This is an optimization exercise on Yosys and OpenROAD, whose aim is small area, a short achievable clock period and few clock cycles, not a production implementation. In this exercise RTL edits were held to simulation tests only and were not proved equivalent to the original. Power is estimated from default activity; no workload was simulated.

File: flow/config.mk
export PLATFORM = sky130hd
export DESIGN_NAME = bace
export DESIGN_NICKNAME = bace
export VERILOG_FILES = /design/flow/design.v
export SDC_FILE = /design/flow/constraint.sdc
export NUM_CORES = 4
export LEC_CHECK = 0
export CAP_MARGIN = 20
export CORE_MARGIN = 2
export CORE_UTILIZATION = 55
export CTS_CLUSTER_DIAMETER = 80
export CTS_CLUSTER_SIZE = 30
export PLACE_DENSITY = 0.8
export SLEW_MARGIN = 20
File: flow/constraint.sdc
create_clock -name core_clock -period 12.0 [get_ports {clk}]
set_input_delay 2.4000 -clock core_clock [delete_from_list [all_inputs] [get_ports {clk}]]
set_output_delay 2.4000 -clock core_clock [all_outputs]
set_load 0.01 [all_outputs]
File: flow/design.v
module bace (
    input  wire        clk,
    input  wire        rst,
    input  wire        req_valid,
    input  wire        req_we,
    input  wire [4:0]  req_addr,
    input  wire [31:0] req_wdata,
    output reg         rsp_valid,
    output reg  [31:0] rsp_rdata,
    output wire        irq
);
    localparam [2:0] E_ILLEGAL      = 3'd1;
    localparam [2:0] E_FULL         = 3'd2;
    localparam [2:0] E_RANGE        = 3'd3;
    localparam [2:0] E_LAGMIN       = 3'd4;
    localparam [2:0] E_INSUFFICIENT = 3'd5;
    localparam [2:0] E_SHORT        = 3'd6;
    localparam [2:0] Q_IDLE  = 3'd0;
    localparam [2:0] Q_WIN   = 3'd1;    
    localparam [2:0] Q_STEP  = 3'd2;    
    localparam [2:0] Q_SWEEP = 3'd3;    
    localparam [2:0] Q_DRAIN = 3'd4;    
    localparam [2:0] Q_CHK   = 3'd5;    
    reg         op_v, op_fast, op_rd, op_cmd;
    reg         op_wctrl, op_wlag, op_wthr, op_wsd;
    reg  [4:0]  op_addr;
    reg  [31:0] op_wd;
    reg         k_nop, k_clear, k_push, k_pushb, k_window, k_seek, k_step, k_sweep;
    reg         k_pp;        
    reg         ie_err, ie_swept;
    reg  [2:0]  errcode;
    reg  [31:0] errcmd_l;    
    reg  [15:0] lagmin;
    reg  [31:0] thresh;
    reg  [31:0] sdata;
    reg         zstate, nonfin;
    reg  [10:0] len;
    reg  [5:0]  nwords;      
    reg  [1023:0] memv;
    reg  [31:0] stage;       
    reg         edge_f;
    reg  [31:0] win;
    reg  [15:0] pos;
    reg  [8:0]  dist_r, dlag_r;
    reg         dvalid;
    reg  [8:0]  best_lag, best_dist;    
    reg         found, swept;
    reg         last_bit;
    reg         enc_hi, enc_lo;         
    reg         irq_r;
    reg         rsp_pend;
    reg  [2:0]  seq;
    reg         busy;        
    reg         seq_sweep;
    reg  [1:0]  kind;        
    reg         c_winbad, c_done, c_short, c_lag0, c_insuf;
    reg  [9:0]  tgt;
    reg  [479:0] S;
    reg  [9:0]  p;
    reg  [10:0] q;           
    reg  [4:0]  fr;          
    reg  [31:15] fb;         
    assign irq = irq_r;
    wire [9:0]  half   = len[10:1];
    wire        done_f = (pos >= {6'd0, half});
    wire        full_f = len[10];
    wire        errf   = (errcode != 3'd0);
    wire [4:0]  kpairs = (nwords[5:1]) - 5'd1;
    wire [31:0] status = {23'd0, full_f, swept, found, dvalid, done_f,
                          nonfin, edge_f, zstate, errf};
    wire f_ctrl  = op_fast && op_wctrl;
    wire f_clr   = op_fast && op_cmd && k_clear;
    wire f_psh   = op_fast && op_cmd && k_push && !errf;
    wire f_ie_err   = f_ctrl ? op_wd[0] : ie_err;
    wire f_ie_swept = f_ctrl ? op_wd[1] : ie_swept;
    wire f_errf  = f_clr ? 1'b0 : ((f_psh && full_f) ? 1'b1 : errf);
    wire f_swept = f_clr ? 1'b0 : ((f_psh && !full_f) ? 1'b0 : swept);
    wire f_full  = f_clr ? 1'b0 : ((f_psh && len == 11'd1023) ? 1'b1 : full_f);
    wire f_irq   = (f_ie_err & f_errf) | (f_ie_swept & f_swept);
    wire irq_push = f_errf ? f_irq : (f_full ? (f_ie_err | (f_ie_swept & f_swept)) : 1'b0);
    wire irq_pred = (req_addr == 5'd0) ? (req_wdata[25] & irq_push) :
                    (req_addr == 5'd1) ? ((req_wdata[0] & f_errf) | (req_wdata[1] & f_swept)) :
                    f_irq;
    wire irq_cur = (ie_err & errf) | (ie_swept & swept);
    wire [7:0]  i_opc   = req_wdata[31:24];
    wire [23:0] i_arg   = req_wdata[23:0];
    wire        i_arg0  = (i_arg == 24'd0);
    wire in_clear = (i_opc == 8'h01) && i_arg0;
    wire in_push  = (i_opc == 8'h02) && i_arg0;
    wire in_fast  = req_we && ((req_addr != 5'd0) || in_clear || in_push);
    always @(posedge clk) begin
        op_addr  <= req_addr;
        op_wd    <= req_wdata;
        op_rd    <= !req_we;
        op_cmd   <= req_we && (req_addr == 5'd0);
        op_wctrl <= req_we && (req_addr == 5'd1);
        op_wlag  <= req_we && (req_addr == 5'd5);
        op_wthr  <= req_we && (req_addr == 5'd6);
        op_wsd   <= req_we && (req_addr == 5'd8);
        k_nop    <= (i_opc == 8'h00) && i_arg0;
        k_clear  <= in_clear;
        k_push   <= in_push;
        k_pushb  <= (i_opc == 8'h03) && (i_arg[23:1] == 23'd0);
        k_window <= (i_opc == 8'h04) && (i_arg[7:0] < 8'd32);
        k_seek   <= (i_opc == 8'h05) && (i_arg[23:16] == 8'd0);
        k_step   <= (i_opc == 8'h06) && i_arg0;
        k_sweep  <= (i_opc == 8'h07) && i_arg0;
        k_pp     <= req_we && (req_addr == 5'd0) && !f_errf && !f_full &&
                    (in_push || ((i_opc == 8'h03) && (i_arg[23:1] == 23'd0)));
    end
    wire [31:0] c     = op_wd;
    wire [15:0] w_idx = c[23:8];
    wire [7:0]  w_sh  = c[7:0];
    wire ex_cmd = op_v && op_cmd;
    wire win_bad = (w_idx[15:5] != 11'd0) ||
                   ({1'b0, w_idx[4:0]} >= nwords) ||
                   (w_sh != 8'd0 && ({1'b0, w_idx[4:0]} + 6'd1) >= nwords);
    wire enc_bit  = enc_hi ? 1'b1 : (enc_lo ? 1'b0 : zstate);
    wire push_b   = k_push ? enc_bit : c[0];
    wire push_ok  = op_v && k_pp;
    wire [4:0] ls = len[4:0];
    reg  [31:0] stage_nx;
    integer k;
    always @(*) begin
        for (k = 0; k < 32; k = k + 1)
            stage_nx[k] = (k[4:0] == ls) ? push_b : ((k[4:0] < ls) ? stage[k] : 1'b0);
    end
    wire [31:0] n_sd = (op_v && op_wsd) ? op_wd : sdata;
    wire [31:0] n_th = (op_v && op_wthr) ? op_wd : thresh;
    wire nan_s = (n_sd[30:23] == 8'hFF) && (n_sd[22:0] != 23'd0);
    wire nan_t = (n_th[30:23] == 8'hFF) && (n_th[22:0] != 23'd0);
    wire mag_gt = (n_sd[30:0] > n_th[30:0]);
    wire mag_lt = (n_sd[30:0] < n_th[30:0]);
    wire bz     = (n_sd[30:0] == 31'd0) && (n_th[30:0] == 31'd0);
    wire ss = n_sd[31], ts = n_th[31];
    wire n_enc_hi = !nan_s && !nan_t &&
                    ((!ss && !ts && mag_gt) || (!ss && ts && !bz) || (ss && ts && mag_lt));
    wire n_enc_lo = !nan_s && !nan_t &&
                    ((!ss && ts && mag_lt) || (ss && ts && !bz) || (ss && !ts && mag_gt));
    reg         vA;
    reg  [4:0]  ga [0:29];
    reg         vB;
    reg  [6:0]  pb [0:5];
    reg         vC;
    reg  [8:0]  dC;
    wire [8:0]  lagC = p[8:0] - 9'd3;
    wire [479:0] xa = memv[479:0] ^ S;
    function [4:0] pop16(input [15:0] v);
        reg t1, t2, t3, t4, t5, t6, t7, t8, t9, t10, t11, t12, t13, t14, t15, t16, t17, t18, t19, t20, t21, t22, t23, t24, t25, t26, t27, t28, t29, t30;
        begin
            t1 = v[0] ^ v[10] ^ v[11];
            t2 = (v[0] & v[10]) | (v[0] & v[11]) | (v[10] & v[11]);
            t3 = v[12] ^ v[13] ^ v[14];
            t4 = (v[12] & v[13]) | (v[12] & v[14]) | (v[13] & v[14]);
            t5 = v[15] ^ v[1] ^ v[2];
            t6 = (v[15] & v[1]) | (v[15] & v[2]) | (v[1] & v[2]);
            t7 = v[3] ^ v[4] ^ v[5];
            t8 = (v[3] & v[4]) | (v[3] & v[5]) | (v[4] & v[5]);
            t9 = v[6] ^ v[7] ^ v[8];
            t10 = (v[6] & v[7]) | (v[6] & v[8]) | (v[7] & v[8]);
            t11 = v[9] ^ t1 ^ t3;
            t12 = (v[9] & t1) | (v[9] & t3) | (t1 & t3);
            t13 = t5 ^ t7 ^ t9;
            t14 = (t5 & t7) | (t5 & t9) | (t7 & t9);
            t15 = t10 ^ t2 ^ t4;
            t16 = (t10 & t2) | (t10 & t4) | (t2 & t4);
            t17 = t6 ^ t8 ^ t12;
            t18 = (t6 & t8) | (t6 & t12) | (t8 & t12);
            t19 = t14 ^ t15 ^ t17;
            t20 = (t14 & t15) | (t14 & t17) | (t15 & t17);
            t21 = t16 ^ t18 ^ t20;
            t22 = (t16 & t18) | (t16 & t20) | (t18 & t20);
            t23 = t11 ^ t13;
            t24 = t11 & t13;
            t25 = t19 ^ t24;
            t26 = t19 & t24;
            t27 = t21 ^ t26;
            t28 = t21 & t26;
            t29 = t22 ^ t28;
            t30 = t22 & t28;
            pop16 = {t30, t29, t27, t25, t23};
        end
    endfunction
    reg [14:0] wact;
    integer g;
    always @(posedge clk) begin
        for (g = 0; g < 15; g = g + 1)
            wact[g] <= (g < kpairs);
    end
    reg [4:0] gm [0:29];
    always @(*) begin
        for (g = 0; g < 30; g = g + 1)
            gm[g] = wact[g / 2] ? ga[g] : 5'd0;
    end
    wire inj = ((seq == Q_STEP) && (p == tgt)) ||
               ((seq == Q_SWEEP) && (p >= lagmin[9:0]) && (p != half));
    wire [8:0] dsum = {2'd0, pb[0]} + {2'd0, pb[1]} + {2'd0, pb[2]} +
                      {2'd0, pb[3]} + {2'd0, pb[4]} + {2'd0, pb[5]};
    always @(posedge clk) begin
        for (g = 0; g < 30; g = g + 1)
            ga[g] <= pop16(xa[16*g +: 16]);
        for (g = 0; g < 6; g = g + 1)
            pb[g] <= {2'd0, gm[5*g]} + {2'd0, gm[5*g+1]} + {2'd0, gm[5*g+2]} +
                     {2'd0, gm[5*g+3]} + {2'd0, gm[5*g+4]};
        dC   <= dsum;
        if (rst) begin
            vA <= 1'b0; vB <= 1'b0; vC <= 1'b0;
        end else begin
            vA <= inj; vB <= vA; vC <= vB;
        end
    end
    wire s_load = !busy;
    wire feed   = q[10] ? 1'b0 : fb[q[9:5]];
    integer w;
    always @(posedge clk) begin
        if (s_load) begin
            S  <= memv[479:0];
            p  <= 10'd0;
            q  <= 11'd480;
            fr <= 5'd1;
        end else begin
            S  <= {feed, S[479:1]};
            p  <= p + 10'd1;
            q  <= q + 11'd1;
            fr <= fr + 5'd1;
        end
        for (w = 15; w < 32; w = w + 1)
            fb[w] <= s_load ? memv[32*w] : memv[32*w + fr];
    end
    reg [31:0] rd_val;
    always @(*) begin
        case (op_addr)
            5'd1:  rd_val = {30'd0, ie_swept, ie_err};
            5'd2:  rd_val = status;
            5'd3:  rd_val = {29'd0, errcode};
            5'd4:  rd_val = errf ? errcmd_l : 32'd0;
            5'd5:  rd_val = {16'd0, lagmin};
            5'd6:  rd_val = thresh;
            5'd8:  rd_val = sdata;
            5'd10: rd_val = {21'd0, len};
            5'd11: rd_val = {26'd0, nwords};
            5'd12: rd_val = {16'd0, pos};
            5'd13: rd_val = {21'd0, pos[15:5]};
            5'd14: rd_val = {27'd0, pos[4:0]};
            5'd15: rd_val = {23'd0, dist_r};
            5'd16: rd_val = {23'd0, dlag_r};
            5'd17: rd_val = {23'd0, best_lag};
            5'd18: rd_val = found ? {23'd0, best_dist} : 32'h0000_FFFF;
            5'd19: rd_val = win;
            5'd21: rd_val = 32'h0400_0020;
            default: rd_val = 32'd0;
        endcase
    end
    reg         n_ie_err, n_ie_swept;
    reg  [2:0]  n_errcode;
    reg  [15:0] n_lagmin;
    reg  [31:0] n_thresh, n_sdata;
    reg         n_zstate, n_nonfin;
    reg  [10:0] n_len;
    reg  [5:0]  n_nwords;
    reg         n_edge;
    reg  [31:0] n_win;
    reg  [15:0] n_pos;
    reg  [8:0]  n_dist, n_dlag, n_best_lag, n_best_dist;
    reg         n_dvalid, n_found, n_swept;
    reg  [2:0]  n_seq;
    reg  [1:0]  n_kind;
    reg         n_seq_sweep;
    reg  [9:0]  n_tgt;
    reg         slow_rsp;        
    task automatic clear_all;
        begin
            n_errcode = 3'd0;
            n_zstate = 1'b0; n_nonfin = 1'b0;
            n_len = 11'd0; n_nwords = 6'd0; n_edge = 1'b0; n_win = 32'd0;
            n_pos = 16'd0;
            n_dist = 9'd0; n_dlag = 9'd0; n_dvalid = 1'b0;
            n_best_lag = 9'd0; n_best_dist = 9'd0;
            n_found = 1'b0; n_swept = 1'b0;
        end
    endtask
    task automatic seek(input [15:0] lag);
        begin
            n_pos = lag;
            n_best_lag = 9'd0; n_best_dist = 9'd0;
            n_found = 1'b0; n_dvalid = 1'b0; n_swept = 1'b0;
        end
    endtask
    always @(*) begin
        n_ie_err = ie_err; n_ie_swept = ie_swept;
        n_errcode = errcode;
        n_lagmin = lagmin; n_thresh = thresh; n_sdata = sdata;
        n_zstate = zstate; n_nonfin = nonfin;
        n_len = len; n_nwords = nwords; n_edge = edge_f; n_win = win; n_pos = pos;
        n_dist = dist_r; n_dlag = dlag_r; n_dvalid = dvalid;
        n_best_lag = best_lag; n_best_dist = best_dist;
        n_found = found; n_swept = swept;
        n_seq = seq; n_seq_sweep = seq_sweep; n_tgt = tgt; n_kind = kind;
        slow_rsp = 1'b0;
        if (vC) begin
            n_dist   = dC;
            n_dlag   = lagC;
            n_dvalid = 1'b1;
            if (!found || dC < best_dist) begin
                n_best_dist = dC;
                n_best_lag  = lagC;
                n_found     = 1'b1;
            end
            n_pos = {7'd0, lagC} + 16'd1;
        end
        case (seq)
        Q_WIN: begin
            if (p == tgt) begin
                n_win = S[31:0];
                n_seq = Q_IDLE;
                slow_rsp = 1'b1;
            end
        end
        Q_STEP: begin
            if (p == tgt) n_seq = Q_DRAIN;
        end
        Q_SWEEP: begin
            if (p == half) n_seq = Q_DRAIN;
        end
        Q_DRAIN: begin
            if (!vA && !vB) begin
                if (seq_sweep) n_swept = 1'b1;
                n_seq = Q_IDLE;
                slow_rsp = 1'b1;
            end
        end
        Q_CHK: begin
            n_seq = Q_IDLE;
            slow_rsp = 1'b1;
            case (kind)
            2'd0: begin
                if (c_winbad) begin
                    n_errcode = E_RANGE;
                end else begin
                    n_seq = Q_WIN;
                    slow_rsp = 1'b0;
                end
            end
            2'd1: begin
                if (c_done) begin
                    n_dvalid = 1'b0;
                end else if (c_short) begin
                    n_errcode = E_SHORT;
                end else begin
                    n_tgt = pos[9:0];
                    n_seq = Q_STEP;
                    n_seq_sweep = 1'b0;
                    slow_rsp = 1'b0;
                end
            end
            default: begin
                if (c_lag0) begin
                    n_errcode = E_LAGMIN;
                end else if (c_insuf) begin
                    n_errcode = E_INSUFFICIENT;
                end else if (c_short) begin
                    n_errcode = E_SHORT;
                end else begin
                    seek(lagmin);
                    n_seq = Q_SWEEP;
                    n_seq_sweep = 1'b1;
                    slow_rsp = 1'b0;
                end
            end
            endcase
        end
        default: ;
        endcase
        if (op_v) begin
            if (op_wctrl) begin n_ie_err = op_wd[0]; n_ie_swept = op_wd[1]; end
            if (op_wlag) n_lagmin = op_wd[15:0];
            if (op_wthr) n_thresh = op_wd;
            if (op_wsd)  n_sdata  = op_wd;
        end
        if (ex_cmd) begin
            if (!op_fast) slow_rsp = 1'b1;
            if (errf) begin
                if (k_clear) clear_all;
            end else if (k_nop) begin
            end else if (k_clear) begin
                clear_all;
            end else if (k_push || k_pushb) begin
                if (full_f) begin
                    n_errcode = E_FULL;
                end else begin
                    if (k_push) begin
                        n_zstate = enc_bit;
                        if (sdata[30:23] == 8'hFF) n_nonfin = 1'b1;
                    end
                    if (len != 11'd0 && push_b != last_bit) n_edge = 1'b1;
                    n_len   = len + 11'd1;
                    if (ls == 5'd0) n_nwords = nwords + 6'd1;
                    n_swept = 1'b0;
                end
            end else if (k_window || k_step || k_sweep) begin
                n_tgt  = {w_idx[4:0], w_sh[4:0]};
                n_kind = k_window ? 2'd0 : (k_step ? 2'd1 : 2'd2);
                n_seq  = Q_CHK;
                slow_rsp = 1'b0;
            end else if (k_seek) begin
                seek(c[15:0]);
            end else begin
                n_errcode = E_ILLEGAL;
            end
        end
    end
    always @(posedge clk) begin
        rsp_rdata <= rd_val;
        enc_hi <= n_enc_hi;
        enc_lo <= n_enc_lo;
        if (ex_cmd && !errf) errcmd_l <= c;
        c_winbad <= win_bad;
        c_done   <= done_f;
        c_short  <= (nwords < 6'd2);
        c_lag0   <= (lagmin == 16'd0);
        c_insuf  <= ({5'd0, len} <= {lagmin, 1'b0});
        kind     <= n_kind;
        if (push_ok) begin
            stage    <= stage_nx;
            last_bit <= push_b;
        end
        if (rst) begin
            op_v      <= 1'b0;
            op_fast   <= 1'b0;
            rsp_valid <= 1'b0;
            rsp_pend  <= 1'b0;
            irq_r     <= 1'b0;
            ie_err    <= 1'b0;
            ie_swept  <= 1'b0;
            errcode   <= 3'd0;
            lagmin    <= 16'd0;
            thresh    <= 32'd0;
            sdata     <= 32'd0;
            zstate    <= 1'b0;
            nonfin    <= 1'b0;
            len       <= 11'd0;
            nwords    <= 6'd0;
            edge_f    <= 1'b0;
            win       <= 32'd0;
            pos       <= 16'd0;
            dist_r    <= 9'd0;
            dlag_r    <= 9'd0;
            dvalid    <= 1'b0;
            best_lag  <= 9'd0;
            best_dist <= 9'd0;
            found     <= 1'b0;
            swept     <= 1'b0;
            seq       <= Q_IDLE;
            busy      <= 1'b0;
            seq_sweep <= 1'b0;
            tgt       <= 10'd0;
        end else begin
            op_v      <= req_valid;
            op_fast   <= req_valid && in_fast;
            rsp_valid <= (req_valid && in_fast) || (op_v && op_rd) || rsp_pend;
            rsp_pend  <= slow_rsp;
            irq_r     <= (req_valid && req_we) ? irq_pred : (op_fast ? irq_r : irq_cur);
            ie_err    <= n_ie_err;
            ie_swept  <= n_ie_swept;
            errcode   <= n_errcode;
            lagmin    <= n_lagmin;
            thresh    <= n_thresh;
            sdata     <= n_sdata;
            zstate    <= n_zstate;
            nonfin    <= n_nonfin;
            len       <= n_len;
            nwords    <= n_nwords;
            edge_f    <= n_edge;
            win       <= n_win;
            pos       <= n_pos;
            dist_r    <= n_dist;
            dlag_r    <= n_dlag;
            dvalid    <= n_dvalid;
            best_lag  <= n_best_lag;
            best_dist <= n_best_dist;
            found     <= n_found;
            swept     <= n_swept;
            seq       <= n_seq;
            busy      <= (n_seq != Q_IDLE) && (n_seq != Q_CHK);
            seq_sweep <= n_seq_sweep;
            tgt       <= n_tgt;
        end
    end
    integer m;
    always @(posedge clk) begin
        for (m = 0; m < 32; m = m + 1)
            if (push_ok && len[9:5] == m[4:0])
                memv[32*m +: 32] <= stage_nx;
    end
endmodule
File: flow/flow/run.sh
#!/bin/bash
# The standard layout, with the timing repair steps aiming at a setup slack
# of 8.5 ns and the port buffers made of buf_4 cells (the design's 12 ns
# clock and constraints are unchanged).
set -euo pipefail
bash standard.sh SETUP_SLACK_MARGIN=8.5 "BUFFER_PORTS_ARGS=-buffer_cell sky130_fd_sc_hd__buf_4" finish > make_finish.log 2>&1
File: flow/standard.sh
#!/bin/bash
# synth_recipe.tcl (not shown) runs the flow's synth.tcl, then flattens the netlist and writes it again
# the make line also repeats each setting of config.mk as NAME=value (left out here)
make -C /OpenROAD-flow-scripts/flow DESIGN_CONFIG=/design/flow/config.mk WORK_HOME=/design/flow/orfs CLKGATE_MAP_FILE= SYNTH_SCRIPT=/design/flow/synth_recipe.tcl "${@:-finish}"
==> results of run 1 <==
-- power by group through the flow --
stage / Sequential [mW] / Combinational (mW) / Clock, mW
4_1_cts: 7.62 / 0.0830 / 4.19
3_3_place_gp: 7.78 / 0.0774 / 0
6_report: 7.62 / 0.0859 / 4.15
3_5_place_dp: 7.78 / 0.0787 / 0
5_1_grt: 7.62 / 0.0905 / 4.44
2_1_floorplan: 7.77 / 0.0443 / 0
-- how the worst max path moves through the flow --
stage,start,slack [ps],end
after floorplan,req_wdata[29],7940,rsp_valid$_SDFF_PP0_
after global routing,rsp_rdata[31]$_DFF_P_,8330,rsp_rdata[31]
final,irq_r$_SDFFE_PP0P_,8370,irq
after CTS,rsp_rdata[28]$_DFF_P_,8320,rsp_rdata[28]
after detailed placement,req_wdata[20],7240,rsp_valid$_SDFF_PP0_
after global placement,req_wdata[20],7200,rsp_valid$_SDFF_PP0_
-- final cells by class --
class / instances / share of cell area
flip-flops and latches: 2135 / 0.531
clock buffers: 131 / 0.0262
inverters: 549 / 0.0204
repair inverters: 1 / 0.0000494
well taps: 2204 / 0.0272
clock inverters: 51 / 0.00647
repair buffers: 198 / 0.0167
multi-input cells: 3560 / 0.372
diodes: 11 / 0.000272
-- state kept, by name, indices dropped and copies added, names as in the netlist, 15 cells and up --
name and count:
errcmd_l 32, pos 16, memv 1024, thresh 32, op_wd 32, sdata 32, wact 15, pb 42
S 480, rsp_rdata 32, win 32, ga 150, lagmin 16, stage 31, fb 17
-- cells by family after synthesis --
logic type               share of synthesized area
XOR/XNOR                                    0.0549
adder cells (fa/ha/maj)                      0.132
buffers and inverters                       0.0325
AND/OR/NAND/NOR                             0.0501
multiplexers                                 0.117
flip-flops                                   0.579
AO/OA/AOI/OAI                               0.0349
-- per-stage QoR --
step	hold slack (ps)	util	total power [mW]	cell area (um2)	instances
after floorplan	415	-	7.82	92700	6483
after global routing	465	0.606	12.1	101000	8829
final	435	0.606	11.9	101000	8840
after global placement	426	0.575	7.86	96200	8620
after detailed placement	431	0.575	7.86	96200	8620
after CTS	442	0.598	11.9	99900	8810
-- metal layers --
layer | track usage | wire, um | up-vias
met1 | 0.346 | 87800 | 26400
met4 | 0.101 | 9310 | 8
met5 | 0 | 49 | -
met2 | 0.429 | 108000 | 2400
li1 | - | - | 22800
met3 | 0.0386 | 18700 | 482
-- repair_timing --
item	in CTS	in global routing
pin swaps	8	144
buffers inserted	7	18
gates resized for setup	96	254
gates cloned	1	0
endpoints found under the setup margin	819	315
hold endpoints to repair	0	0
-- cell usage in the layout (no fill, tap or decap), types with 115 or more instances in the layout --
cell	instances
xnor2_2	122
buf_4	152
nor2_1	224
xnor2_1	341
dfxtp_1	989
a21oi_1	174
mux2_2	502
xor2_1	117
mux2i_1	115
ha_1	258
edfxtp_1	1090
fa_1	389
inv_1	511
nand2_1	267
mux4_2	174
==> impl_metrics.py, run 1 <==
metrics = {
    "status": {
        "status": "timing/DRC/antenna clean",
    },
    "synth": {
        "netlist_top_cells_count": "1090 x edfxtp_1, 1045 x dfxtp_1, 547 x inv_1, 502 x mux2_2, 463 x xnor2_1",
        "ys_types": 69,
        "ys_seq_area_frac": 0.579,
        "synth_top_area_cell": "edfxtp_1",
        "ys.flop_type": "edfxtp_1",
        "syn-num-nets": 7234,
        "synth-async-reset-ratio": 0,
        "avgSynthCellArea_um2": 14.3,
        "synth-warning-count": 4,
        "synth_enable_flop_cells": 1090,
        "syn_area_um2": 92600,
        "ys_ff_latch": 2135,
        "synth.most_common_cell": "edfxtp_1",
        "synthCells": 6483,
        "ys_top_cells_by_area": "edfxtp_1 35%, dfxtp_1 23%, fa_1 9.6%, mux2_2 6.1%, xnor2_1 4.4%",
        "synth_top_area_frac": 0.353,
    },
    "layout": {
        "fill_cells": 12100,
        "regArea_um2": 53700,
        "syn2layout_area_growth_pct": 9.38,
        "drive_gt1_frac": 0.214,
        "multi_input_area_um2": 37700,
        "fin_nets": 7292,
    },
    "power": {
        "clkPwrFrac": 0.350,
        "power_frac_comb": 0.007,
        "p_sw_mw": 2.53,
        "seqPwrFrac": 0.643,
        "p_int_mw": 9.32,
        "vdd_drop_max_v": 0.000122,
        "power_density_nw_per_um2": 117,
        "leakage_nw": 37.0,
        "p_sw_frac": 0.213,
    },
    "worst_setup_path": {
        "critPathLaunchType": "flop",
        "cp_max_fo": 2,
        "ff2ff_path_depth": 7,
        "reg2reg_from": "k_push$_DFF_P_",
        "slowest_delay_ps": 340,
        "crit_type": "flop to output pin",
        "timing.rr.end": "memv[405]$_DFFE_PP_",
        "crit_chain": "buf_6",
        "cp.arrival_ps": 1230,
        "r2r_slack_ps": 8530,
        "endpoint_kind": "output pin",
        "crit_required_ps": 9600,
        "slowest_stage": "dfxtp_2",
        "path_delay_family": "flip-flops",
        "timing.critical_path.buf_inv": 1,
        "path_depth": 1,
    },
    "clock_network": {
        "cts_max_level": 3,
        "path_clk_slew_ps": 120,
        "cts_buffers": 96,
        "hold_buffers": 0,
        "cts_root_buf": "clkbuf_16",
        "cts_tree": "built",
        "clock-sinks": 2135,
        "clk_latency_ps": 790,
        "clk_path_buf_depth": 3,
    },
    "timing": {
        "setup_viol": 0,
        "max_slew_margin": 0.202,
        "worstMarginPinSlew_ps": 1180,
        "period_share": 0.302,
        "setup_ws_ps": 8370,
        "rsz0062_at_grt": "yes",
        "hold_viol": 0,
        "max_freq_mhz": 276,
        "fin_skew_ps": 64.7,
        "fin_crit_ps": 3630,
        "drv_slew": 0,
        "setup_tns_ps": 0,
    },
    "hold_path": {
        "holdPathStages": 2,
        "holdCritStartpoint": "errcmd_l[28]$_DFFE_PP_",
        "hp-class": "flop to flop",
        "hold_path_end": "rsp_rdata[28]$_DFF_P_",
    },
    "placement": {
        "gp_congestion": 0.971,
        "place_hpwl_mm": 140,
        "io_buffer_count": 74,
        "dp_worst_setup_slack_ps": 7240,
    },
    "detailed_routing": {
        "wl_mm": 224,
        "via_per_inst": 5.89,
        "drc_errors": 0,
        "vias": 52000,
        "ant_nets": 0,
        "dr.pass1.iters": 7,
        "drt_iter0_drc": 6170,
        "wl_per_cell_um": 25.4,
    },
    "global_routing": {
        "grtUsageTotal": 0.259,
        "antenna_found_initial": 17,
        "grt.overflow.total": 0,
        "grt_pass1_wl_mm": 333,
        "grt_pass1_vias": 52800,
        "grt_start_max_net_pins": 119,
    },
    "die": {
        "die_area_um2": 172000,
        "die_w_um": 414,
        "row_count": 150,
        "core_um2": 167000,
        "initial_core_util": 0.554,
        "io_pins": 75,
        "dieHeight_um": 414,
    },
    "run": {
        "cap_violations": 0,
    },
}
Testbench counts, summed over its fixed seeds: cycles 42,749.
==> run 2: changes to the inputs <==
--- a/flow/design.v
+++ b/flow/design.v
@@ -81,7 +81,6 @@
     wire irq_pred = (req_addr == 5'd0) ? (req_wdata[25] & irq_push) :
                     (req_addr == 5'd1) ? ((req_wdata[0] & f_errf) | (req_wdata[1] & f_swept)) :
                     f_irq;
-    wire irq_cur = (ie_err & errf) | (ie_swept & swept);
     wire [7:0]  i_opc   = req_wdata[31:24];
     wire [23:0] i_arg   = req_wdata[23:0];
     wire        i_arg0  = (i_arg == 24'd0);
@@ -459,7 +458,7 @@
             op_fast   <= req_valid && in_fast;
             rsp_valid <= (req_valid && in_fast) || (op_v && op_rd) || rsp_pend;
             rsp_pend  <= slow_rsp;
-            irq_r     <= (req_valid && req_we) ? irq_pred : (op_fast ? irq_r : irq_cur);
+            irq_r     <= (req_valid && req_we) ? irq_pred : f_irq;
             ie_err    <= n_ie_err;
             ie_swept  <= n_ie_swept;
             errcode   <= n_errcode;
==> run 2 against run 1 <==
Net effect:
- via count shrank 0.67%
- setup slack lost 13 ps
- die area is essentially flat
- clock power grew 5%
- worst hold slack gained 5.4 ps
- global-route usage grew 0.17 points
- highest routed layer unchanged
- still clean on timing, DRC and antenna
- fmax shrank 0.36%
- sequential cell count is the same
==> impl_metrics.py, run 2 <==
metrics = {
    "synth": {
        "ys_types": 80,
        "syn-num-nets": 7226,
        "avgSynthCellArea_um2": 14.3,
        "synth-warning-count": 4,
        "synth_top_area_frac": 0.353,
        "synth_enable_flop_cells": 1090,
        "synth-async-reset-ratio": 0,
        "netlist_top_cells_count": "1090 x edfxtp_1, 1045 x dfxtp_1, 547 x inv_1, 504 x mux2_2, 468 x xnor2_1",
        "ys.flop_type": "edfxtp_1",
        "ys_top_cells_by_area": "edfxtp_1 35%, dfxtp_1 23%, fa_1 9.5%, mux2_2 6.1%, xnor2_1 4.4%",
        "syn_area_um2": 92700,
        "synth_top_area_cell": "edfxtp_1",
        "synthCells": 6473,
        "ys_ff_latch": 2135,
        "ys_seq_area_frac": 0.579,
        "synth.most_common_cell": "edfxtp_1",
    },
    "worst_setup_path": {
        "critPathLaunchType": "flop",
        "crit_type": "flop to output pin",
        "cp_max_fo": 1,
        "cp.arrival_ps": 1240,
        "endpoint_kind": "output pin",
        "timing.critical_path.buf_inv": 1,
        "slowest_delay_ps": 340,
        "slowest_stage": "dfxtp_2",
        "r2r_slack_ps": 8500,
        "crit_chain": "buf_6",
        "crit_required_ps": 9600,
        "path_delay_family": "flip-flops",
    },
    "timing": {
        "hold_slack_ps": 440,
        "setup_viol": 0,
        "rsz0062_at_grt": "yes",
        "period_share": 0.303,
        "setup_tns_ps": 0,
        "drv_slew": 0,
        "max_freq_mhz": 275,
        "fin_skew_ps": 51.7,
        "fin_crit_ps": 3640,
        "hold_viol": 0,
        "worstMarginPinSlew_ps": 1190,
        "max_slew_margin": 0.201,
    },
    "detailed_routing": {
        "via_per_inst": 5.85,
        "dr.pass1.iters": 7,
        "drc_errors": 0,
        "ant_nets": 0,
        "vias": 51700,
        "wl_mm": 225,
        "drt_iter0_drc": 6261,
        "wl_per_cell_um": 25.5,
    },
    "layout": {
        "fill_cells": 12000,
        "reg_top3": "memv x1024, S x480, ga x150",
        "final_cell_mix": "1090 x edfxtp_1, 989 x dfxtp_1, 515 x inv_1",
        "fin_nets": 7293,
        "drive_gt1_frac": 0.217,
        "syn2layout_area_growth_pct": 9.77,
        "top_register": "memv",
        "largest_reg_flops": 1024,
        "layout_commonest_cell": "edfxtp_1",
    },
    "power": {
        "p_int_mw": 9.43,
        "seqPwrFrac": 0.632,
        "leakage_nw": 37.4,
        "p_sw_frac": 0.218,
        "power_frac_comb": 0.007,
        "power_density_nw_per_um2": 118,
        "clkPwrFrac": 0.361,
        "vdd_drop_max_v": 0.000121,
        "p_sw_mw": 2.62,
    },
    "placement": {
        "gp_congestion": 0.968,
        "io_buffer_count": 74,
        "place_hpwl_mm": 141,
    },
    "clock_network": {
        "cts_max_level": 3,
        "clk_latency_ps": 800,
        "path_clk_slew_ps": 110,
        "cts_tree": "built",
        "cts_buffers": 100,
        "clk_path_buf_depth": 3,
        "clock-sinks": 2135,
        "cts_root_buf": "clkbuf_16",
    },
    "global_routing": {
        "grt_start_max_net_pins": 140,
        "use_met2": 0.427,
        "use_met3": 0.0484,
        "antenna_found_initial": 22,
        "grt.overflow.total": 0,
        "grtUsageTotal": 0.260,
        "grt_pass1_vias": 52800,
        "grt.busiest_layer": "met2",
        "grt_use_met1": 0.342,
        "grt_pass1_wl_mm": 333,
    },
    "die": {
        "io_pins": 75,
        "core_um2": 167000,
        "row_count": 150,
        "die_area_um2": 172000,
        "dieHeight_um": 414,
        "die_w_um": 414,
        "initial_core_util": 0.554,
    },
    "hold_path": {
        "hp-class": "flop to flop",
    },
    "run": {
        "cap_violations": 0,
    },
    "status": {
        "status": "timing/DRC/antenna clean",
    },
}
==> run 2: worst paths after layout <==
kind,from,end,cells after the start
worst max-delay path,rsp_rdata[22]$_DFF_P_,rsp_rdata[22],1
worst min register to register,errcmd_l[27]$_DFFE_PP_,rsp_rdata[27]$_DFF_P_,2
worst min-delay path,errcmd_l[27]$_DFFE_PP_,rsp_rdata[27]$_DFF_P_,2
worst max register to register,pb[1][2]$_DFF_P_,dC[8]$_DFF_P_,14
==> run 2: area by class of cell <==
type / count / area, um2 / area share
timing repair buffer: 195 / 1680 / 0.0165
clock buffer: 127 / 2640 / 0.0259
multi-input combinational: 3559 / 37800 / 0.372
sequential: 2135 / 53700 / 0.528
clock inverter: 63 / 990 / 0.00973
tap: 2204 / 2760 / 0.0271
inverter: 549 / 2060 / 0.0203
antenna: 4 / 10.0 / 0.0000984
==> run 2: layer usage <==
metal / vias to the layer above / part of all wire
li1: 22700 / -
met1: 26200 / 0.38
met2: 2277 / 0.48
met3: 493 / 0.088
met4: 2 / 0.046
met5: - / 0.000049
==> run 2: timing repair <==
| item | in CTS | in global routing |
|---|---|---|
| endpoints found under the hold margin | 0 | 0 |
| resized for setup | 106 | 254 |
| cloned | 0 | 0 |
| setup endpoints to repair | 269 | 176 |
| pin swaps | 16 | 155 |
| buffers inserted | 4 | 11 |
| hold buffers | 0 | 0 |
==> run 2: power by group through the flow <==
stage	clock, mW	combinational, mW	sequential (mW)
6_report	4.35	0.0839	7.62
5_1_grt	4.65	0.0893	7.62
4_1_cts	4.41	0.0813	7.62
3_5_place_dp	0	0.0798	7.78
3_3_place_gp	0	0.0773	7.78
2_1_floorplan	0	0.0445	7.77
==> run 2: cell families (layout without fill, tap and decap cells) <==
kind of cell / after synthesis / in the layout / synth area share
AO/OA/AOI/OAI: 472 / 472 / 0.0334
flip-flops: 2135 / 2135 / 0.579
AND/OR/NAND/NOR: 975 / 975 / 0.0499
buffers and inverters: 779 / 934 / 0.0320
other: 0 / 4 / 0
XOR/XNOR: 583 / 583 / 0.0552
adder cells (fa/ha/maj): 712 / 712 / 0.132
multiplexers: 817 / 817 / 0.119
==> run 2: through the flow <==
stage	util	setup WS [ps]	area, um2	power [mW]	std cells
after floorplan	-	8370	92700	7.82	6473
after global placement	0.576	7220	96300	7.86	8625
after detailed placement	0.576	7420	96300	7.86	8626
after CTS	0.600	8320	100000	12.1	8820
after global routing	0.608	8340	102000	12.4	8832
final	0.608	8360	102000	12.1	8836
Testbench counts of run 2, summed over its fixed seeds: cycles 42,749.
==> run 3: changes to the inputs <==
--- a/flow/config.mk
+++ b/flow/config.mk
@@ -7,7 +7,7 @@
 export LEC_CHECK = 0
 export CAP_MARGIN = 20
 export CORE_MARGIN = 2
-export CORE_UTILIZATION = 55
+export CORE_UTILIZATION = 65
 export CTS_CLUSTER_DIAMETER = 80
 export CTS_CLUSTER_SIZE = 30
 export PLACE_DENSITY = 0.8
==> run 3 against run 2 <==
Net effect:
- still clean
- count of clock-buffer cells in the layout increased by 1
- setup slack improved by 7.1 ps
- first-iteration DRC count grew 0.75%
- sequential share of layout area grew 0.38 points
- clock skew fell by 4.3 ps
- largest cell class unchanged
- largest power group unchanged
==> impl_metrics.py, run 3 <==
metrics = {
    "placement": {
        "place_hpwl_mm": 139,
        "gp_congestion": 0.960,
        "place_area_um2": 95900,
        "io_buffer_count": 74,
    },
    "synth": {
        "ys.flop_type": "edfxtp_1",
        "synth-async-reset-ratio": 0,
        "syn_area_um2": 92700,
        "synth.most_common_cell": "edfxtp_1",
        "ys_types": 80,
        "ys_seq_area_frac": 0.579,
        "syn-num-nets": 7226,
        "synth_top_area_frac": 0.353,
        "netlist_top_cells_count": "1090 x edfxtp_1, 1045 x dfxtp_1, 547 x inv_1, 504 x mux2_2, 468 x xnor2_1",
        "synth_enable_flop_cells": 1090,
        "ys_top_cells_by_area": "edfxtp_1 35%, dfxtp_1 23%, fa_1 9.5%, mux2_2 6.1%, xnor2_1 4.4%",
        "avgSynthCellArea_um2": 14.3,
        "synth-warning-count": 4,
        "synthCells": 6473,
        "synth_top_area_cell": "edfxtp_1",
        "ys_ff_latch": 2135,
    },
    "detailed_routing": {
        "wl_per_cell_um": 26.4,
        "route.met3.wl_mm": 20.6,
        "wl_mm": 224,
        "vias": 51800,
        "ant_nets": 0,
        "via_per_inst": 6.09,
        "dr.pass1.iters": 9,
        "met1_length_mm": 87.7,
        "drc_errors": 0,
        "drt_iter0_drc": 6308,
        "top_layer": "met4",
        "wl_met2_mm": 107,
    },
    "global_routing": {
        "grt_start_max_net_pins": 151,
        "grt_pass1_vias": 52400,
        "antenna_found_initial": 24,
        "grtUsageTotal": 0.309,
        "grt_pass1_wl_mm": 333,
        "grt.overflow.total": 0,
    },
    "hold_path": {
        "hp-class": "flop to flop",
        "hold_path_end": "rsp_rdata[24]$_DFF_P_",
        "holdPathStages": 2,
        "holdCritStartpoint": "errcmd_l[24]$_DFFE_PP_",
    },
    "timing": {
        "period_share": 0.303,
        "drv_slew": 0,
        "max_freq_mhz": 275,
        "setup_viol": 0,
        "worstMarginPinSlew_ps": 1080,
        "setup_tns_ps": 0,
        "hold_viol": 0,
        "fin_skew_ps": 47.4,
        "fin_crit_ps": 3630,
        "rsz0062_at_grt": "yes",
        "max_slew_margin": 0.275,
    },
    "die": {
        "die_area_um2": 146000,
        "die_w_um": 382,
        "dieHeight_um": 382,
        "initial_core_util": 0.654,
        "core_um2": 142000,
        "row_count": 138,
        "io_pins": 75,
    },
    "layout": {
        "fin_nets": 7283,
        "largest_reg_flops": 1024,
        "drive_gt1_frac": 0.216,
        "top_register": "memv",
        "reg_top3": "memv x1024, S x480, ga x150",
        "fin_area_um2": 101000,
        "syn2layout_area_growth_pct": 9.01,
        "fill_cells": 9168,
        "final_cell_mix": "1090 x edfxtp_1, 987 x dfxtp_1, 507 x inv_1",
        "layout_commonest_cell": "edfxtp_1",
    },
    "clock_network": {
        "path_clk_slew_ps": 110,
        "clk_latency_ps": 780,
        "cts_max_level": 3,
        "cts_tree": "built",
        "cts_buffers": 96,
        "hold_buffers": 0,
        "clk_path_buf_depth": 3,
        "clock-sinks": 2135,
        "cts_root_buf": "clkbuf_16",
    },
    "power": {
        "leakage_nw": 37.1,
        "vdd_drop_max_v": 0.000164,
        "power_mw": 11.8,
        "power_density_nw_per_um2": 117,
    },
    "worst_setup_path": {
        "r2r_slack_ps": 8530,
        "endpoint_kind": "output pin",
        "path_delay_family": "flip-flops",
        "reg2reg_from": "memv[172]$_DFFE_PP_",
        "cp_max_fo": 1,
        "timing.rr.end": "ga[10][3]$_DFF_P_",
        "crit_type": "flop to output pin",
        "cp.arrival_ps": 1230,
        "slowest_stage": "dfxtp_2",
        "crit_required_ps": 9600,
        "ff2ff_path_depth": 11,
        "timing.critical_path.buf_inv": 1,
        "slowest_delay_ps": 370,
        "critPathLaunchType": "flop",
        "crit_chain": "buf_6",
    },
    "status": {
        "status": "timing/DRC/antenna clean",
    },
    "run": {
        "cap_violations": 0,
    },
}
[run 3: cell counts after synthesis]
No cell type changed its count.
[run 3: how the worst max path moves through the flow]
stage,cells after the start,end,start,slack [ps]
global route,1,irq,irq_r$_SDFF_PP0_,8350
finish,1,irq,irq_r$_SDFF_PP0_,8370
detailed placement,8,k_pp$_DFF_P_,req_wdata[6],7520
CTS,1,irq,irq_r$_SDFF_PP0_,8340
floorplan,7,k_pp$_DFF_P_,req_wdata[27],8370
global placement,8,k_pp$_DFF_P_,req_wdata[6],7540
[run 3: what timing repair did]
item / CTS / global route
setup buffers: 5 / 8
hold endpoints to repair: 0 / 0
endpoints found under the setup margin: 302 / 212
pin swaps: 25 / 174
gates resized for setup: 116 / 257
[run 3: cell type report]
type,count,area [um2],area share
Antenna cell,7,17.5,0.000173
Clock buffer,128,2640,0.0261
Clock inverter,53,657,0.00650
Inverter,549,2060,0.0204
Multi-Input combinational cell,3559,37900,0.375
Sequential cell,2135,53800,0.532
Tap cell,1890,2360,0.0234
Timing Repair Buffer,189,1650,0.0164
[run 3: report_power, final]
part / internal, mW / leakage, nW / switching [mW] / total (mW)
combinational: 0.0297 / 17.6 / 0.0589 / 0.0886
clock: 1.69 / 1.60 / 2.44 / 4.13
sequential: 7.59 / 17.9 / 0.0209 / 7.62
total: 9.31 / 37.1 / 2.52 / 11.8
[run 3: cells by family after synthesis]
group,after synthesis,share of synthesized area
flops,2135,0.579
compound gates,472,0.0334
simple gates,975,0.0499
buf+inv,779,0.0320
mux,817,0.119
fa+ha+maj,712,0.132
xor+xnor,583,0.0552
[run 3: per-layer routing]
metal	up-vias	global-route usage
li1	22700	-
met4	0	0.103
met3	414	0.0464
met2	2360	0.498
met1	26300	0.436
met5	-	0
[run 3: per-stage QoR]
step,setup slack [ps],cells,utilization,hold WS [ps]
floorplan,8370,6473,-,406
global placement,7540,8308,0.677,424
detailed placement,7520,8308,0.677,430
CTS,8340,8494,0.704,457
global route,8350,8503,0.713,473
finish,8370,8510,0.713,453
==> run 4: changes to the inputs <==
--- a/flow/config.mk
+++ b/flow/config.mk
@@ -7,8 +7,8 @@
 export LEC_CHECK = 0
 export CAP_MARGIN = 20
 export CORE_MARGIN = 2
-export CORE_UTILIZATION = 65
+export CORE_UTILIZATION = 60
 export CTS_CLUSTER_DIAMETER = 80
 export CTS_CLUSTER_SIZE = 30
-export PLACE_DENSITY = 0.8
+export PLACE_DENSITY = 0.7
 export SLEW_MARGIN = 20
==> run 4 against run 3 <==
Net effect:
- still clean
- via count shrank 2.0%
- cell count grew 2.2%
- global-route usage shrank 1.8 points
- fmax grew 0.13%
- synthesized cell count is the same
- register-to-register slack gained 60 ps
==> impl_metrics.py, run 4 <==
metrics = {
    "status": {
        "status": "timing/DRC/antenna clean",
    },
    "worst_setup_path": {
        "timing.rr.end": "ga[23][3]$_DFF_P_",
        "cp.arrival_ps": 1230,
        "crit_type": "flop to output pin",
        "critPathLaunchType": "flop",
        "cp_max_fo": 1,
        "timing.critical_path.buf_inv": 1,
        "critPathLaunch": "rsp_rdata[7]$_DFF_P_",
        "crit_required_ps": 9600,
        "ff2ff_path_depth": 11,
        "crit_chain": "buf_6",
        "path_delay_family": "flip-flops",
        "endpoint_kind": "output pin",
        "slowest_stage": "dfxtp_2",
        "reg2reg_from": "memv[382]$_DFFE_PP_",
        "r2r_slack_ps": 8590,
        "slowest_delay_ps": 340,
    },
    "clock_network": {
        "cts_tree": "built",
        "clk_path_buf_depth": 3,
        "clock-sinks": 2135,
        "path_clk_slew_ps": 110,
        "cts_max_level": 3,
        "cts_root_buf": "clkbuf_16",
        "clk_latency_ps": 790,
        "cts_buffers": 104,
        "hold_buffers": 0,
    },
    "die": {
        "core_um2": 154000,
        "dieHeight_um": 397,
        "row_count": 144,
        "die_area_um2": 158000,
        "die_w_um": 397,
        "initial_core_util": 0.603,
        "io_pins": 75,
    },
    "power": {
        "seqPwrFrac": 0.627,
        "power_frac_comb": 0.007,
        "power_density_nw_per_um2": 120,
        "clkPwrFrac": 0.366,
        "p_int_mw": 9.46,
        "p_sw_frac": 0.221,
        "p_sw_mw": 2.68,
        "vdd_drop_max_v": 0.000169,
        "leakage_nw": 37.4,
    },
    "synth": {
        "synth_top_area_frac": 0.353,
        "netlist_top_cells_count": "1090 x edfxtp_1, 1045 x dfxtp_1, 547 x inv_1, 504 x mux2_2, 468 x xnor2_1",
        "synth-warning-count": 4,
        "synth_top_area_cell": "edfxtp_1",
        "yosys.area_share.simple": 0.0499,
        "synth.most_common_cell": "edfxtp_1",
        "ys_seq_area_frac": 0.579,
        "ys_types": 80,
        "syn-num-nets": 7226,
        "synth.area.mux_share": 0.119,
        "synth_top_family_by_area": "adder cells",
        "synth_compound_area_frac": 0.0334,
        "synthCells": 6473,
        "syn_area_um2": 92700,
        "avgSynthCellArea_um2": 14.3,
        "ys.flop_type": "edfxtp_1",
        "synth-async-reset-ratio": 0,
        "ys_top_cells_by_area": "edfxtp_1 35%, dfxtp_1 23%, fa_1 9.5%, mux2_2 6.1%, xnor2_1 4.4%",
        "synthAdderAreaFrac": 0.132,
        "ys_ff_latch": 2135,
        "synth_xor_area_frac": 0.0552,
        "synth_enable_flop_cells": 1090,
    },
    "timing": {
        "rsz0062_at_grt": "yes",
        "worstMarginPinSlew_ps": 1080,
        "hold_viol": 0,
        "drv_slew": 0,
        "setup_ws_ps": 8370,
        "hold_slack_ps": 450,
        "setup_viol": 0,
        "fin_skew_ps": 47.6,
        "max_slew_margin": 0.274,
        "period_share": 0.302,
        "max_freq_mhz": 276,
        "setup_tns_ps": 0,
        "fin_crit_ps": 3630,
    },
    "detailed_routing": {
        "drt_iter0_drc": 4928,
        "dr.pass1.iters": 6,
        "wl_per_cell_um": 26.0,
        "drc_errors": 0,
        "via_per_inst": 5.84,
        "wl_mm": 226,
        "ant_nets": 0,
        "vias": 50800,
    },
    "global_routing": {
        "grt_start_max_net_pins": 147,
        "grt.overflow.total": 0,
        "grt_pass1_wl_mm": 336,
        "grtUsageTotal": 0.291,
        "antenna_found_initial": 17,
        "grt_pass1_vias": 51100,
    },
    "layout": {
        "layout_commonest_cell": "edfxtp_1",
        "drive_gt1_frac": 0.219,
        "fin_nets": 7299,
        "syn2layout_area_growth_pct": 9.68,
        "final_cell_mix": "1090 x edfxtp_1, 986 x dfxtp_1, 510 x inv_1",
        "final_core_util": 0.661,
        "fin_area_um2": 102000,
        "largest_reg_flops": 1024,
        "reg_top3": "memv x1024, S x480, ga x150",
        "top_register": "memv",
    },
    "hold_path": {
        "holdCritStartpoint": "errcmd_l[27]$_DFFE_PP_",
        "holdPathStages": 2,
        "hold_path_end": "rsp_rdata[27]$_DFF_P_",
        "hp-class": "flop to flop",
    },
    "placement": {
        "io_buffer_count": 74,
        "place_area_um2": 96200,
        "gp_congestion": 0.949,
        "place_hpwl_mm": 142,
        "dp_worst_setup_slack_ps": 7310,
    },
    "run": {
        "cap_violations": 0,
    },
}
## run 4: what timing repair did
action,CTS,global route
setup endpoints to repair,75,138
gates resized for setup,98,256
endpoints found under the hold margin,0,0
setup buffers,1,16
pin swaps,7,157
## run 4: worst max path at each step
stage                     depth (start not counted)       endpoint
final                                             1   rsp_rdata[7]
after global routing                              1   rsp_rdata[4]
after CTS                                         1  rsp_rdata[16]
after detailed placement                          8   k_pp$_DFF_P_
after global placement                            8   k_pp$_DFF_P_
after floorplan                                   7   k_pp$_DFF_P_
## run 4: cell type report
class | count | area (um2)
clock inverters | 72 | 971
well taps | 2044 | 2560
repair buffers | 197 | 1700
multi-input cells | 3559 | 37800
flip-flops and latches | 2135 | 53800
inverters | 549 | 2060
clock buffers | 125 | 2770
diodes | 13 | 32.5
fillers | 11100 | 52000
## run 4: stage by stage
| step | total power [mW] | cells |
|---|---|---|
| after floorplan | 7.82 | 6473 |
| after global placement | 7.87 | 8465 |
| after detailed placement | 7.87 | 8466 |
| after CTS | 12.2 | 8664 |
| after global routing | 12.5 | 8681 |
| final | 12.1 | 8694 |
## run 4: power by group through the flow
stage,clock network [mW],logic [mW],registers [mW]
6_report,4.44,0.0862,7.62
5_1_grt,4.76,0.0918,7.62
4_1_cts,4.52,0.0843,7.62
3_5_place_dp,0,0.0828,7.78
3_3_place_gp,0,0.0815,7.78
2_1_floorplan,0,0.0445,7.77
## run 4: kinds of logic (layout without fill, tap and decap cells)
family                     after synthesis  count (layout)
AOI/OAI and AO/OA                      472             472
adders and majority gates              712             712
other                                    0              13
buffers and inverters                  779             943
muxes                                  817             817
DFF                                   2135            2135
and+or+nand+nor                        975             975
xor gates and xnor gates               583             583
## run 4: layer usage
| metal | up-vias | global-route usage | routed length [um] |
|---|---|---|---|
| met5 | - | 0 | 0 |
| met2 | 1773 | 0.473 | 108000 |
| li1 | 22800 | - | - |
| met3 | 358 | 0.0367 | 15200 |
| met1 | 25900 | 0.410 | 94200 |
| met4 | 0 | 0.0962 | 8810 |
==> run 5: changes to the inputs <==
--- a/flow/design.v
+++ b/flow/design.v
@@ -81,6 +81,7 @@
     wire irq_pred = (req_addr == 5'd0) ? (req_wdata[25] & irq_push) :
                     (req_addr == 5'd1) ? ((req_wdata[0] & f_errf) | (req_wdata[1] & f_swept)) :
                     f_irq;
+    wire irq_cur = (ie_err & errf) | (ie_swept & swept);
     wire [7:0]  i_opc   = req_wdata[31:24];
     wire [23:0] i_arg   = req_wdata[23:0];
     wire        i_arg0  = (i_arg == 24'd0);
@@ -458,7 +459,7 @@
             op_fast   <= req_valid && in_fast;
             rsp_valid <= (req_valid && in_fast) || (op_v && op_rd) || rsp_pend;
             rsp_pend  <= slow_rsp;
-            irq_r     <= (req_valid && req_we) ? irq_pred : f_irq;
+            irq_r     <= (req_valid && req_we) ? irq_pred : (op_fast ? irq_r : irq_cur);
             ie_err    <= n_ie_err;
             ie_swept  <= n_ie_swept;
             errcode   <= n_errcode;
==> flow/flow/run.sh (replaced) <==
#!/bin/bash
# The standard layout, with the timing repair steps aiming at a setup slack
# of 9 ns and the port buffers made of buf_4 cells (the design's 12 ns
# clock and constraints are unchanged).
set -euo pipefail
bash standard.sh SETUP_SLACK_MARGIN=9 "BUFFER_PORTS_ARGS=-buffer_cell sky130_fd_sc_hd__buf_4" finish > make_finish.log 2>&1
--- a/flow/config.mk
+++ b/flow/config.mk
@@ -7,8 +7,7 @@
 export LEC_CHECK = 0
 export CAP_MARGIN = 20
 export CORE_MARGIN = 2
-export CORE_UTILIZATION = 60
+export CORE_UTILIZATION = 55
 export CTS_CLUSTER_DIAMETER = 80
 export CTS_CLUSTER_SIZE = 30
-export PLACE_DENSITY = 0.7
 export SLEW_MARGIN = 20
==> run 5 against run 4 <==
Net effect:
- count of clock-buffer cells in the layout rose by 6
- largest power group unchanged
- synthesized cell count rose by 0.15%
- largest cell class unchanged
- still clean on timing, DRC and antenna
- sequential power barely moved
- cell count rose by 3.2%
- cell area rose by 3.4%
- highest routed layer is now met5
- routed wire length rose by 6.9%
- total power rose by 3.9%
- critical endpoint is now rsp_rdata[10]
- die area rose by 8.9%
==> impl_metrics.py, run 5 <==
metrics = {
    "worst_setup_path": {
        "crit_type": "flop to output pin",
        "timing.critical_path.buf_inv": 1,
        "crit_chain": "buf_6",
        "critPathLaunch": "rsp_rdata[10]$_DFF_P_",
        "crit_required_ps": 9600,
        "ff2ff_path_depth": 11,
        "cp.arrival_ps": 1320,
        "path_delay_family": "flip-flops",
        "endpoint_kind": "output pin",
        "critPathLaunchType": "flop",
        "cp_max_fo": 1,
        "slowest_stage": "dfxtp_2",
        "slowest_delay_ps": 380,
        "path_depth": 1,
        "reg2reg_from": "memv[318]$_DFFE_PP_",
    },
    "die": {
        "row_count": 150,
        "io_pins": 75,
        "initial_core_util": 0.554,
        "die_area_um2": 172000,
        "dieHeight_um": 414,
        "die_w_um": 414,
        "core_um2": 167000,
    },
    "global_routing": {
        "grt_start_max_net_pins": 157,
        "grt.overflow.total": 0,
        "grt_pass1_vias": 52000,
        "grtUsageTotal": 0.281,
        "grt_pass1_wl_mm": 353,
        "use_met3": 0.0390,
        "grt.busiest_layer": "met2",
        "antenna_found_initial": 24,
        "use_met2": 0.446,
        "grt_use_met1": 0.406,
    },
    "clock_network": {
        "cts_root_buf": "clkbuf_16",
        "cts_max_level": 3,
        "cts_buffers": 118,
        "clk_latency_ps": 830,
        "clk_path_buf_depth": 3,
        "hold_buffers": 0,
        "cts_tree": "built",
        "clock-sinks": 2135,
        "path_clk_slew_ps": 120,
    },
    "timing": {
        "hold_viol": 0,
        "hold_slack_ps": 448,
        "period_share": 0.310,
        "rsz0062_at_grt": "yes",
        "drv_slew": 0,
        "max_slew_margin": 0.194,
        "fin_skew_ps": 62.1,
        "worstMarginPinSlew_ps": 1200,
        "setup_ws_ps": 8280,
        "max_freq_mhz": 269,
        "setup_viol": 0,
        "fin_crit_ps": 3720,
        "setup_tns_ps": 0,
    },
    "hold_path": {
        "hp-class": "flop to flop",
        "holdCritStartpoint": "errcmd_l[27]$_DFFE_PP_",
        "holdPathStages": 2,
    },
    "synth": {
        "ys_seq_area_frac": 0.579,
        "ys_types": 69,
        "synthCells": 6483,
        "ys_ff_latch": 2135,
        "netlist_top_cells_count": "1090 x edfxtp_1, 1045 x dfxtp_1, 547 x inv_1, 502 x mux2_2, 463 x xnor2_1",
        "synth-async-reset-ratio": 0,
        "syn_area_um2": 92600,
        "syn-num-nets": 7234,
        "synth-warning-count": 4,
        "synth.most_common_cell": "edfxtp_1",
        "synth_top_area_frac": 0.353,
        "ys.flop_type": "edfxtp_1",
        "synth_enable_flop_cells": 1090,
        "synth_top_area_cell": "edfxtp_1",
        "ys_top_cells_by_area": "edfxtp_1 35%, dfxtp_1 23%, fa_1 9.6%, mux2_2 6.1%, xnor2_1 4.4%",
        "avgSynthCellArea_um2": 14.3,
    },
    "layout": {
        "final_cell_mix": "1090 x edfxtp_1, 970 x dfxtp_1, 500 x mux2_2",
        "fin_area_um2": 105000,
        "stdcell_count": 8971,
        "fin_nets": 7398,
        "largest_reg_flops": 1024,
        "final_core_util": 0.628,
        "drive_gt1_frac": 0.274,
        "top_register": "memv",
        "syn2layout_area_growth_pct": 13.5,
        "reg_top3": "memv x1024, S x480, ga x150",
        "layout_commonest_cell": "edfxtp_1",
    },
    "detailed_routing": {
        "drt_iter0_drc": 5258,
        "drc_errors": 0,
        "via_per_inst": 5.78,
        "wl_mm": 242,
        "wl_per_cell_um": 27.0,
        "dr.pass1.iters": 6,
        "ant_nets": 0,
        "vias": 51800,
    },
    "status": {
        "status": "timing/DRC/antenna clean",
    },
    "placement": {
        "gp_congestion": 0.965,
        "place_hpwl_mm": 151,
        "io_buffer_count": 74,
        "place_area_um2": 97400,
        "dp_worst_setup_slack_ps": 7140,
        "dp_cells": 8619,
    },
    "power": {
        "vdd_drop_max_v": 0.000169,
        "power_density_nw_per_um2": 120,
        "power_mw": 12.6,
        "leakage_nw": 38.2,
    },
    "run": {
        "cap_violations": 0,
    },
}
## run 5: changes by cell type in the layout (fill, tap and decap cells not counted), sizes merged, moves of 20 or more
cell,change
a21oi,+20
and2,+31
buf,+75
nand2,-46
nand3,+31
nor2b,-25
## run 5: final cells by class
type	count	area (um2)
Fill cell	12500	62100
Sequential cell	2135	53800
Multi-Input combinational cell	3572	39400
Clock buffer	131	3120
Tap cell	2204	2760
Timing Repair Buffer	271	2620
Inverter	549	2070
Clock inverter	95	1250
Antenna cell	14	35.0
## run 5: layer usage
layer	routed length (um)	share of wire
met5	26	0.00011
met4	7510	0.031
met3	17500	0.072
met2	113000	0.47
met1	104000	0.43
## run 5: repair_timing
action / in CTS / in global routing
cloned: 8 / 4
setup buffers: 57 / 42
endpoints found under the setup margin: 1906 / 677
resized for setup: 298 / 225
pin swaps: 174 / 131
## run 5: power breakdown
| part | leakage, nW | total [mW] | internal [mW] | switching, mW |
|---|---|---|---|---|
| logic | 18.2 | 0.100 | 0.0361 | 0.0643 |
| clock network | 2.12 | 4.91 | 2.12 | 2.79 |
| registers | 17.8 | 7.62 | 7.59 | 0.0238 |
| total | 38.2 | 12.6 | 9.75 | 2.88 |
## run 5: final timing paths
kind / endpoint / slack, ps
setup reg to reg: ga[19][3]$_DFF_P_ / 8610
hold / removal: rsp_rdata[27]$_DFF_P_ / 450
hold reg to reg: rsp_rdata[27]$_DFF_P_ / 450
setup / recovery: rsp_rdata[10] / 8280
## run 5: kinds of logic (layout without fill, tap and decap cells)
group / Yosys count / count (layout) / synth area share
compound gates: 500 / 500 / 0.0349
other cells: 0 / 14 / 0
xor+xnor: 580 / 580 / 0.0549
flops: 2135 / 2135 / 0.579
simple gates: 971 / 983 / 0.0501
fa+ha+maj: 710 / 710 / 0.132
mux: 799 / 799 / 0.117
buf+inv: 788 / 1046 / 0.0325
Testbench counts of run 5, summed over its fixed seeds: cycles 42,749.

==> separate check: timing with driven ports <==
No port has a modelled driver above. Below, the same layouts with a new extraction and two added sets of constraints. Step 1 assumes that a clkbuf_16 drives the clock port and a buf_2 every other input. Step 2, shift: input delay + t, output delay - t, t = (earliest + latest rising clock arrival at the registers) / 2. This alone moves slack from input paths to output paths. Slacks: no drivers / after step 1 / after step 2; pairs: no drivers / after step 1.
| run | shift t [ns] | setup WS [ns] | worst slew at a driven data input, ns | pins driven straight from the clock port |
|---|---|---|---|---|
| run 1 | 0.846 | 8.371 / 8.285 / 7.620 | 0.05 | 1 |
| run 2 | 0.858 | 8.358 / 8.270 / 7.770 | 0.04 | 1 |
| run 3 | 0.829 | 8.366 / 8.291 / 7.816 | 0.11 | 1 |
| run 4 | 0.848 | 8.370 / 8.288 / 7.829 | 0.04 | 1 |
| run 5 | 0.893 | 8.278 / 8.186 / 7.578 | 0.05 | 1 |
After both steps setup and hold are still met in every run listed. For run 1, which loses most, drivers alone change the setup slack by -0.086 ns; drivers and shift together by -0.751 ns.
